Context: an optimization exercise on an open-source flow, tuned for small area, a short achievable clock period and few clock cycles. The choices shown serve that exercise and are no tape-out recipe.
In this exercise RTL edits were held to simulation tests only and were not proved equivalent to the original.
Power is estimated from default activity; no workload was simulated.

Setup of v6:
## cu_compensate
module cu_compensate (
    input  wire               clk,
    input  wire               rst,
    input  wire               start,
    input  wire        [15:0] cal_t1,      
    input  wire signed [15:0] cal_t2,
    input  wire signed [15:0] cal_t3,
    input  wire        [15:0] cal_p1,      
    input  wire signed [15:0] cal_p2,
    input  wire signed [15:0] cal_p3,
    input  wire signed [15:0] cal_p4,
    input  wire signed [15:0] cal_p5,
    input  wire signed [15:0] cal_p6,
    input  wire signed [15:0] cal_p7,
    input  wire signed [15:0] cal_p8,
    input  wire signed [15:0] cal_p9,
    input  wire        [19:0] adc_t,
    input  wire        [19:0] adc_p,
    output reg                done,
    output wire               err,         
    output wire        [31:0] temp,        
    output wire        [31:0] press_q8,    
    output wire        [24:0] press_pa     
);
For scale: about 450 flip-flops, roughly 330 I/O pins, about 49000 um^2 of cells after synthesis.
Settings: LEC_CHECK=0, CAP_MARGIN=20, CORE_MARGIN=2, CORE_UTILIZATION=40, SLEW_MARGIN=20; clock period 25.0 ns.
standard.sh (not shown) runs the stock make flow with config.mk's settings and CLKGATE_MAP_FILE= SYNTH_SCRIPT=/design/flow/synth_recipe.tcl, a recipe that flattens the netlist after the stock synthesis.
==> flow/flow/run.sh <==
#!/bin/bash
# Layout flow: the standard flow (standard.sh, standard synthesis unchanged) with four
# changes to how the layout is made: the port buffers are buf_1 cells instead of delay
# buffers, the timing repair steps aim for 18.5 ns of setup slack at the design's period,
# clock tree synthesis clusters up to 18 flip-flops per leaf buffer and adds no dummy loads,
# and the repair after global routing estimates wires 20% heavier (flow/grt_rc.tcl).
# make's full output goes to flow.log; each ORFS step keeps its own log under orfs/logs.
set -uo pipefail
bash standard.sh BUFFER_PORTS_ARGS="-buffer_cell sky130_fd_sc_hd__buf_1" \
  SETUP_SLACK_MARGIN=18.5 \
  CTS_ARGS="-sink_clustering_enable -repair_clock_nets -sink_clustering_size 18 -sink_clustering_max_diameter 100 -dont_use_dummy_load" \
  PRE_GLOBAL_ROUTE_TCL="$PWD/flow/grt_rc.tcl" finish > flow.log 2>&1
==> flow/flow/grt_rc.tcl <==
set_layer_rc -layer li1  -capacitance [expr 1.2 * 1.499e-04]   -resistance [expr 1.2 * 7.176e-02]
set_layer_rc -layer met1 -capacitance [expr 1.2 * 1.72375E-04] -resistance [expr 1.2 * 8.929e-04]
set_layer_rc -layer met2 -capacitance [expr 1.2 * 1.36233E-04] -resistance [expr 1.2 * 8.929e-04]
set_layer_rc -layer met3 -capacitance [expr 1.2 * 2.14962E-04] -resistance [expr 1.2 * 1.567e-04]
set_layer_rc -layer met4 -capacitance [expr 1.2 * 1.48128E-04] -resistance [expr 1.2 * 1.567e-04]
set_layer_rc -layer met5 -capacitance [expr 1.2 * 1.54087E-04] -resistance [expr 1.2 * 1.781e-05]
set_wire_rc -signal -layer met1
set_wire_rc -clock -layer met3
Having completed the whole flow, v6 delivered a layout that passed the timing, DRC and antenna checks.
Testbench counts of v6, summed over its fixed seeds: cycles 15,744.
The inputs of v7 differ from those of v6 as listed below.
--- a/flow/design.v
+++ b/flow/design.v
@@ -254,30 +254,26 @@
                 n_k = (j_n == 2'd0) ? K_ZS0 : K_NONE;
                 n_wb = n_last ? WB_ZL : WB_ACC;
             end
             S_MSW: begin n_msel = M_FIVE; n_k = K_TE; n_wb = WB_TC; end          
             S_NS: begin
                 n_msel = M_VD; n_mneg = 2'd1; n_last = (j_n != 2'd0) && evn; n_off = j_n;
                 n_asel = (j_n == 2'd0) ? A_N35 : A_ACC;
-                n_bsel = (j_n == 2'd1) ? B_N14 : B_ZERO;
+                n_bsel = (j_n == 2'd0) ? B_ONE : (j_n == 2'd1) ? B_N14 : B_ZERO;    
                 n_k = (j_n == 2'd0) ? K_NS0 : (j_n == 2'd1) ? K_NS1 : K_NONE;
                 n_wb = n_last ? WB_NL : WB_ACC;
             end
             S_MS: begin
                 n_msel = M_VD;
                 n_mneg = {1'b0, sgnN}; n_last = (j_n != 2'd0) && evn; n_off = j_n;
                 n_asel = (j_n != 2'd0) ? A_ACC : sgnQ ? A_ND : A_ZERO;
                 n_k = (j_n == 2'd0) ? K_MS0 : K_NONE;
                 n_wb = n_last ? WB_ML : WB_ACC;
             end
-            S_PAF:  begin
-                n_msel = M_CREG;
-                n_off = (state == S_DIVF) ? 2'd2 : 2'd0;
-                n_wb = (state == S_DIVF) ? WB_VW : WB_D;
-            end
+            S_PAF:  begin n_msel = M_CREG; n_wb = (state == S_DIVF) ? WB_VW : WB_D; end
             S_PAS0: begin n_msel = M_CREG; n_wb = WB_ACC; end
             S_PAS1: begin n_msel = M_CREG; n_off = 2'd1; n_asel = A_ACC; n_wb = WB_DCK; end
             S_PB: begin
                 n_msel = wvn ? M_VD : M_DD;                   
                 if (pass2_n) begin
                     n_off = j_n; n_asel = A_ACC; n_last = edn;
                 end else begin
@@ -337,25 +333,26 @@
     wire [35:0] cr_z = {16'd0, CREG};
     reg  [35:0] bb;
     always @(*) begin
         case (c_bsel)
             B_B3:  bb = b3 ? cr_s << 3 : 36'd0;
             B_S20: bb = br_s << 20;
             B_S17: bb = br_s << 17;
+            B_ONE: bb = 36'd1;
             B_N14: bb = ~(cr_z << 14);                       
             B_S14: bb = cr_s << 14;
             default: bb = 36'd0;
         endcase
     end
     wire [41:0] brow = {6'd0, ~bb[35], bb[34:0]};           
     reg  [41:0] cn;
     always @(*) begin
         case (c_k)
             K_TD:    cn = CN0 - (42'd128000 << 14);
-            K_NS0:   cn = CN0 + (42'd1 << 17) + (42'd1 << 35);    
+            K_NS0:   cn = CN0 + (42'd1 << 17);
             K_NS1:   cn = CN0 + (42'd1 << 34);                   
             K_PE:    cn = CN0 + (42'd1 << 17);
             default: cn = CN0;
         endcase
     end
     wire [41:0] Ps, Pc;
     cu_booth_mul u_mul (.s(S), .m(M), .neg(mneg), .brow(brow), .cn(cn), .ps(Ps), .pc(Pc));
@@ -394,15 +391,15 @@
             default: ka = 76'd0;
         endcase
     end
     wire [W-1:0] Aterm = ({W{ahi2}}          & {ACC[W-1:14], 14'd0})
                        | ({W{asel2[A_ACC]}}  & {{(W-14){1'b0}}, ACC[13:0]})
                        | ({W{asel2[A_DROP]}} & {{17{ACC[W-1]}}, ACC[W-1:17]})
                        | ({W{asel2[A_C1]}}   & {ACC[W-12:8], 19'd0})
-                       | ({W{asel2[A_N35]}}  & ({{(W-16){BREG[15]}}, BREG} << 35))      
+                       | ({W{asel2[A_N35]}}  & ~({{(W-16){BREG[15]}}, BREG} << 35))     
                        | ({W{asel2[A_ND]}}   & ~{{(W-42){1'b0}}, D[41:0]})               
                        | ka;
     wire [W-1:0] T = Psp + Pcp + Aterm;
     wire Asame41 = (ACC[W-1:41] == {(W-41){ACC[W-1]}});
     wire Asame62 = (ACC[W-1:62] == {(W-62){ACC[W-1]}});
     reg  chk41, chk63;        
     reg         dfast;        
@@ -422,15 +419,15 @@
         case (csel)
             C_T1: cin = {4'd0, cal_t1};
             C_T2: cin = {{4{cal_t2[15]}}, cal_t2};
             C_T3: cin = {{4{cal_t3[15]}}, cal_t3};
             C_P1: cin = {4'd0, cal_p1};
             C_P2: cin = {{4{cal_p2[15]}}, cal_p2};
             C_P3: cin = {{4{cal_p3[15]}}, cal_p3};
-            C_P4: cin = ~{{4{cal_p4[15]}}, cal_p4};                 
+            C_P4: cin = {{4{cal_p4[15]}}, cal_p4};
             C_P5: cin = {{4{cal_p5[15]}}, cal_p5};
             C_P6: cin = {{4{cal_p6[15]}}, cal_p6};
             C_P7: cin = {{4{cal_p7[15]}}, cal_p7};
             C_P8: cin = {{4{cal_p8[15]}}, cal_p8};
             C_P9: cin = {{4{cal_p9[15]}}, cal_p9};
             default: cin = adc_p;
         endcase
@@ -570,15 +567,15 @@
                     sgnN <= T[W-1];
                 end
                 WB_ML: begin
                     V <= T;
                     ACC <= {{34{T[W-1]}}, T[W-1:34]};
                 end
                 WB_D:    D <= {{12{T[41]}}, T[41:0]};
-                WB_VW:   V[W-1:34] <= T[W-1:34];
+                WB_VW:   V[W-1:34] <= T[41:0];
                 WB_DCK: begin
                     D <= {{12{T[41]}}, T[41:0]};
                     ACC <= T;
                 end
                 WB_ACK:  ACC <= T;
                 WB_PCL: begin
                     ACC <= T;
[summary]
v7 against v6: final clock skew lower; total design power moved up; number of logic inverters in the finished layout shows an increase of 5; sequential share of layout area held; minimum period implied by the final worst setup slack shows a reduction of 0.071 ns.
v7 — critical path depth 26 lower, v6 as reference
In v7, the simple-gate share of the synthesized area came out 0.36 points above the value in v6.
Compared with v6, v7 shows total of plain and repair buffers excluding clock buffers that has gone down by a few percent.
Area after synthesis across v6 and v7: no real change.
Changes observed in v7 relative to v6: portion of total power attributed to the clock network lower, cell area after layout lower.
v7 vs. v6: sum of met3 wire segment lengths after detailed routing went up by 10%.
Start point of the critical path: V[33]$_DFFE_PP_ -> v6, ACC[36]$_SDFFCE_PP0P_ -> v7
Taking v6 as the reference, in v7 final critical-path setup slack +0.071 ns, synthesized cell count comparable.
Testbench counts of v7, summed over its fixed seeds: cycles 15,744.

========
v13:
Another version of the RTL of cu_compensate (not shown whole).
For scale: roughly 5,800 cells after synthesis, about 330 I/O pins.
==> flow/config.mk <==
export PLATFORM = sky130hd
export DESIGN_NAME = cu_compensate
export DESIGN_NICKNAME = cu_compensate
export VERILOG_FILES = /design/flow/design.v
export SDC_FILE = /design/flow/constraint.sdc
export NUM_CORES = 8
export LEC_CHECK = 0
export CAP_MARGIN = 20
export CORE_MARGIN = 2
export CORE_UTILIZATION = 40
export SLEW_MARGIN = 20
==> flow/constraint.sdc <==
create_clock -name core_clock -period 25.0 [get_ports {clk}]
set_input_delay 5.0000 -clock core_clock [delete_from_list [all_inputs] [get_ports {clk}]]
set_output_delay 5.0000 -clock core_clock [all_outputs]
set_load 0.01 [all_outputs]
Scripts as last shown in full above: flow/flow/run.sh, flow/flow/grt_rc.tcl
Testbench counts of v13, summed over its fixed seeds: cycles 15,744.
Setup changes, v13 to v22
--- a/flow/design.v
+++ b/flow/design.v
@@ -394,26 +394,29 @@
     wire [W-1:0] Aterm = ({W{ahi2}}          & {ACC[W-1:14], 14'd0})
                        | ({W{asel2[A_ACC]}}  & {{(W-14){1'b0}}, ACC[13:0]})
                        | ({W{asel2[A_DROP]}} & {{17{ACC[W-1]}}, ACC[W-1:17]})
                        | ({W{asel2[A_C1]}}   & {ACC[W-12:8], 19'd0})
                        | ({W{asel2[A_N35]}}  & ({{(W-16){BREG[15]}}, BREG} << 35))      
                        | ({W{asel2[A_ND]}}   & ~{{(W-42){1'b0}}, D[41:0]})               
                        | ka;
     wire [W-1:0] T = Psp + Pcp + Aterm;
     wire Asame41 = (ACC[W-1:41] == {(W-41){ACC[W-1]}});
     wire Asame62 = (ACC[W-1:62] == {(W-62){ACC[W-1]}});
     reg  chk41, chk63;        
-    reg         dfast;        
-    always @(posedge clk) dfast <= (state_n == S_DIVF);
-    wire        f1 = dfast ? V[33] : V[W-1];
-    wire        f2 = dfast ? V[32] : V[W-2];
+    reg  [1:0]  fr;
+    always @(posedge clk)
+        fr <= (state == S_MSW)  ? T[33:32] :           
+              (state == S_DIVF) ? V[31:30] :           
+              (state == S_DSI)  ? V[W-1:W-2] : V[W-3:W-4];
+    wire        f1 = fr[1];
+    wire        f2 = fr[0];
     wire [34:0] r2;
     assign dneg_v = V[W-1];
     wire        ge4;
     cu_divstep u_div (.r(ACC[34:0]), .d(D[34:0]), .f1(f1), .f2(f2), .q1(q1), .q2(q2), .ge4(ge4),
                       .r2(r2));
     assign dbig = ge4 | (ACC[37:35] != 3'd0);
     reg [3:0]  csel;
     reg        cload;
     reg [19:0] cin;
     always @(*) begin
         case (csel)
## What came out
Across both runs, cell area was higher for v22 than for v13. On v22: detailed-routing iteration count for the pre-antenna-repair pass is 2 lower than what v13 gave. Lower final wirelength goes to v22 over v13. Taking v13 as the reference, in v22 maximum VDD drop went down 0.0000015 V; switching power went down about 2.7%. The lower post-synthesis area per instance came out of v13. Diff v13..v22 | synthesized area | negligible. Per the comparison of v22 with v13, wire length of the first global-routing pass lower, power in sequential cells roughly the same, synthesized cell count lower, DRC violation count after routing roughly the same. Between v22 and v13, the difference in mux cell area share after synthesis is negligible. Compared with v13, in v22 via count of the first global-routing pass dropped 287, share of total power in the clock network climbed 0.2 points.
Testbench counts of v22, summed over its fixed seeds: cycles 15,744.

========
cu_compensate with an RTL version that a note above also has.
For scale: ~450 flip-flops, ~0.049 mm² of cells after synthesis.
clock: 25.0 ns
lec_check: 0
cap_margin: 20
core_margin: 2
core_utilization: 40
slew_margin: 20
==> flow/flow/run.sh <==
#!/bin/bash
# Layout flow: the standard flow (standard.sh, standard synthesis unchanged) with four
# changes to how the layout is made: the port buffers are buf_1 cells instead of delay
# buffers, the timing repair steps aim for 18.5 ns of setup slack at the design's period,
# clock tree synthesis clusters up to 18 flip-flops per leaf buffer and adds no dummy loads,
# and the repair after global routing estimates wires 30% heavier (flow/grt_rc.tcl).
# make's full output goes to flow.log; each ORFS step keeps its own log under orfs/logs.
set -uo pipefail
bash standard.sh BUFFER_PORTS_ARGS="-buffer_cell sky130_fd_sc_hd__buf_1" \
  SETUP_SLACK_MARGIN=18.5 \
  CTS_ARGS="-sink_clustering_enable -repair_clock_nets -sink_clustering_size 18 -sink_clustering_max_diameter 100 -dont_use_dummy_load" \
  PRE_GLOBAL_ROUTE_TCL="$PWD/flow/grt_rc.tcl" finish > flow.log 2>&1
==> flow/flow/grt_rc.tcl <==
set_layer_rc -layer li1  -capacitance [expr 1.3 * 1.499e-04]   -resistance [expr 1.3 * 7.176e-02]
set_layer_rc -layer met1 -capacitance [expr 1.3 * 1.72375E-04] -resistance [expr 1.3 * 8.929e-04]
set_layer_rc -layer met2 -capacitance [expr 1.3 * 1.36233E-04] -resistance [expr 1.3 * 8.929e-04]
set_layer_rc -layer met3 -capacitance [expr 1.3 * 2.14962E-04] -resistance [expr 1.3 * 1.567e-04]
set_layer_rc -layer met4 -capacitance [expr 1.3 * 1.48128E-04] -resistance [expr 1.3 * 1.567e-04]
set_layer_rc -layer met5 -capacitance [expr 1.3 * 1.54087E-04] -resistance [expr 1.3 * 1.781e-05]
set_wire_rc -signal -layer met1
set_wire_rc -clock -layer met3
Testbench counts at the start, summed over its fixed seeds: cycles 15,744.
==> next run, changes <==
--- a/flow/design.v
+++ b/flow/design.v
@@ -255,28 +255,24 @@
                 n_wb = n_last ? WB_ZL : WB_ACC;
             end
             S_MSW: begin n_msel = M_FIVE; n_k = K_TE; n_wb = WB_TC; end          
             S_NS: begin
                 n_msel = M_VD; n_mneg = 2'd1; n_last = (j_n != 2'd0) && evn; n_off = j_n;
                 n_asel = (j_n == 2'd0) ? A_N35 : A_ACC;
-                n_bsel = (j_n == 2'd1) ? B_N14 : B_ZERO;
+                n_bsel = (j_n == 2'd0) ? B_ONE : (j_n == 2'd1) ? B_N14 : B_ZERO;    
                 n_k = (j_n == 2'd0) ? K_NS0 : (j_n == 2'd1) ? K_NS1 : K_NONE;
                 n_wb = n_last ? WB_NL : WB_ACC;
             end
             S_MS: begin
                 n_msel = M_VD;
                 n_mneg = {1'b0, sgnN}; n_last = (j_n != 2'd0) && evn; n_off = j_n;
                 n_asel = (j_n != 2'd0) ? A_ACC : sgnQ ? A_ND : A_ZERO;
                 n_k = (j_n == 2'd0) ? K_MS0 : K_NONE;
                 n_wb = n_last ? WB_ML : WB_ACC;
             end
-            S_PAF:  begin
-                n_msel = M_CREG;
-                n_off = (state == S_DIVF) ? 2'd2 : 2'd0;
-                n_wb = (state == S_DIVF) ? WB_VW : WB_D;
-            end
+            S_PAF:  begin n_msel = M_CREG; n_wb = (state == S_DIVF) ? WB_VW : WB_D; end
             S_PAS0: begin n_msel = M_CREG; n_wb = WB_ACC; end
             S_PAS1: begin n_msel = M_CREG; n_off = 2'd1; n_asel = A_ACC; n_wb = WB_DCK; end
             S_PB: begin
                 n_msel = wvn ? M_VD : M_DD;                   
                 if (pass2_n) begin
                     n_off = j_n; n_asel = A_ACC; n_last = edn;
@@ -338,23 +334,24 @@
     reg  [35:0] bb;
     always @(*) begin
         case (c_bsel)
             B_B3:  bb = b3 ? cr_s << 3 : 36'd0;
             B_S20: bb = br_s << 20;
             B_S17: bb = br_s << 17;
+            B_ONE: bb = 36'd1;
             B_N14: bb = ~(cr_z << 14);                       
             B_S14: bb = cr_s << 14;
             default: bb = 36'd0;
         endcase
     end
     wire [41:0] brow = {6'd0, ~bb[35], bb[34:0]};           
     reg  [41:0] cn;
     always @(*) begin
         case (c_k)
             K_TD:    cn = CN0 - (42'd128000 << 14);
-            K_NS0:   cn = CN0 + (42'd1 << 17) + (42'd1 << 35);    
+            K_NS0:   cn = CN0 + (42'd1 << 17);
             K_NS1:   cn = CN0 + (42'd1 << 34);                   
             K_PE:    cn = CN0 + (42'd1 << 17);
             default: cn = CN0;
         endcase
     end
     wire [41:0] Ps, Pc;
@@ -395,13 +392,13 @@
         endcase
     end
     wire [W-1:0] Aterm = ({W{ahi2}}          & {ACC[W-1:14], 14'd0})
                        | ({W{asel2[A_ACC]}}  & {{(W-14){1'b0}}, ACC[13:0]})
                        | ({W{asel2[A_DROP]}} & {{17{ACC[W-1]}}, ACC[W-1:17]})
                        | ({W{asel2[A_C1]}}   & {ACC[W-12:8], 19'd0})
-                       | ({W{asel2[A_N35]}}  & ({{(W-16){BREG[15]}}, BREG} << 35))      
+                       | ({W{asel2[A_N35]}}  & ~({{(W-16){BREG[15]}}, BREG} << 35))     
                        | ({W{asel2[A_ND]}}   & ~{{(W-42){1'b0}}, D[41:0]})               
                        | ka;
     wire [W-1:0] T = Psp + Pcp + Aterm;
     wire Asame41 = (ACC[W-1:41] == {(W-41){ACC[W-1]}});
     wire Asame62 = (ACC[W-1:62] == {(W-62){ACC[W-1]}});
     reg  chk41, chk63;        
@@ -423,13 +420,13 @@
             C_T1: cin = {4'd0, cal_t1};
             C_T2: cin = {{4{cal_t2[15]}}, cal_t2};
             C_T3: cin = {{4{cal_t3[15]}}, cal_t3};
             C_P1: cin = {4'd0, cal_p1};
             C_P2: cin = {{4{cal_p2[15]}}, cal_p2};
             C_P3: cin = {{4{cal_p3[15]}}, cal_p3};
-            C_P4: cin = ~{{4{cal_p4[15]}}, cal_p4};                 
+            C_P4: cin = {{4{cal_p4[15]}}, cal_p4};
             C_P5: cin = {{4{cal_p5[15]}}, cal_p5};
             C_P6: cin = {{4{cal_p6[15]}}, cal_p6};
             C_P7: cin = {{4{cal_p7[15]}}, cal_p7};
             C_P8: cin = {{4{cal_p8[15]}}, cal_p8};
             C_P9: cin = {{4{cal_p9[15]}}, cal_p9};
             default: cin = adc_p;
@@ -571,13 +568,13 @@
                 end
                 WB_ML: begin
                     V <= T;
                     ACC <= {{34{T[W-1]}}, T[W-1:34]};
                 end
                 WB_D:    D <= {{12{T[41]}}, T[41:0]};
-                WB_VW:   V[W-1:34] <= T[W-1:34];
+                WB_VW:   V[W-1:34] <= T[41:0];
                 WB_DCK: begin
                     D <= {{12{T[41]}}, T[41:0]};
                     ACC <= T;
                 end
                 WB_ACK:  ACC <= T;
                 WB_PCL: begin
- The changed run produced a clean layout
- via count rose slightly
- wire length rises slightly
- design area hardly moves
- register-to-register slack improved by 0.40 ns
- power increases by a few percent
- setup slack is better by 0.14 ns
- critical path depth drops by 1
- combinational power grows by a little under a tenth
- non-clock buffer count falls by 17
Testbench counts after the change, summed over its fixed seeds: cycles 15,744.

[afterwards: timing with drivers on the ports]
The flow's constraints put no driver on any port. The routed layouts listed below were extracted and timed again, unchanged, in two steps. Step 1 (the two cells are an assumption about what drives the block):
set clk [get_ports {clk}]
set_driving_cell -lib_cell sky130_fd_sc_hd__clkbuf_16 $clk
set_driving_cell -lib_cell sky130_fd_sc_hd__buf_2 [delete_from_list [all_inputs] $clk]
Step 2 times the ports against the registers' clock, not the clock port: input delays grow and output delays shrink by t, the midpoint of the rising clock arrivals with the driver on. Three values: ideal, step 1, step 2; two values: the first two.
run	shift t [ns]	setup WS [ns]	hold WS [ns]	worst slew at a driven data input, ns
v6	0.672	18.444 / 18.375 / 18.018	0.450 / 0.450 / 0.450	0.13
v7	0.694	18.515 / 18.437 / 18.026	0.412 / 0.412 / 0.412	0.12
v13	0.700	18.315 / 18.315 / 18.013	0.438 / 0.438 / 0.438	0.17
v22	0.660	18.552 / 18.493 / 18.017	0.459 / 0.459 / 0.459	0.16
the first run of note 3	0.670	18.442 / 18.365 / 18.045	0.454 / 0.454 / 0.454	0.13
the second run of note 3	0.687	18.580 / 18.503 / 18.063	0.411 / 0.411 / 0.411	0.12
After both steps setup and hold are still met in every run listed. For v22, which loses most, drivers alone change the setup slack by -0.059 ns; drivers and shift together by -0.535 ns.
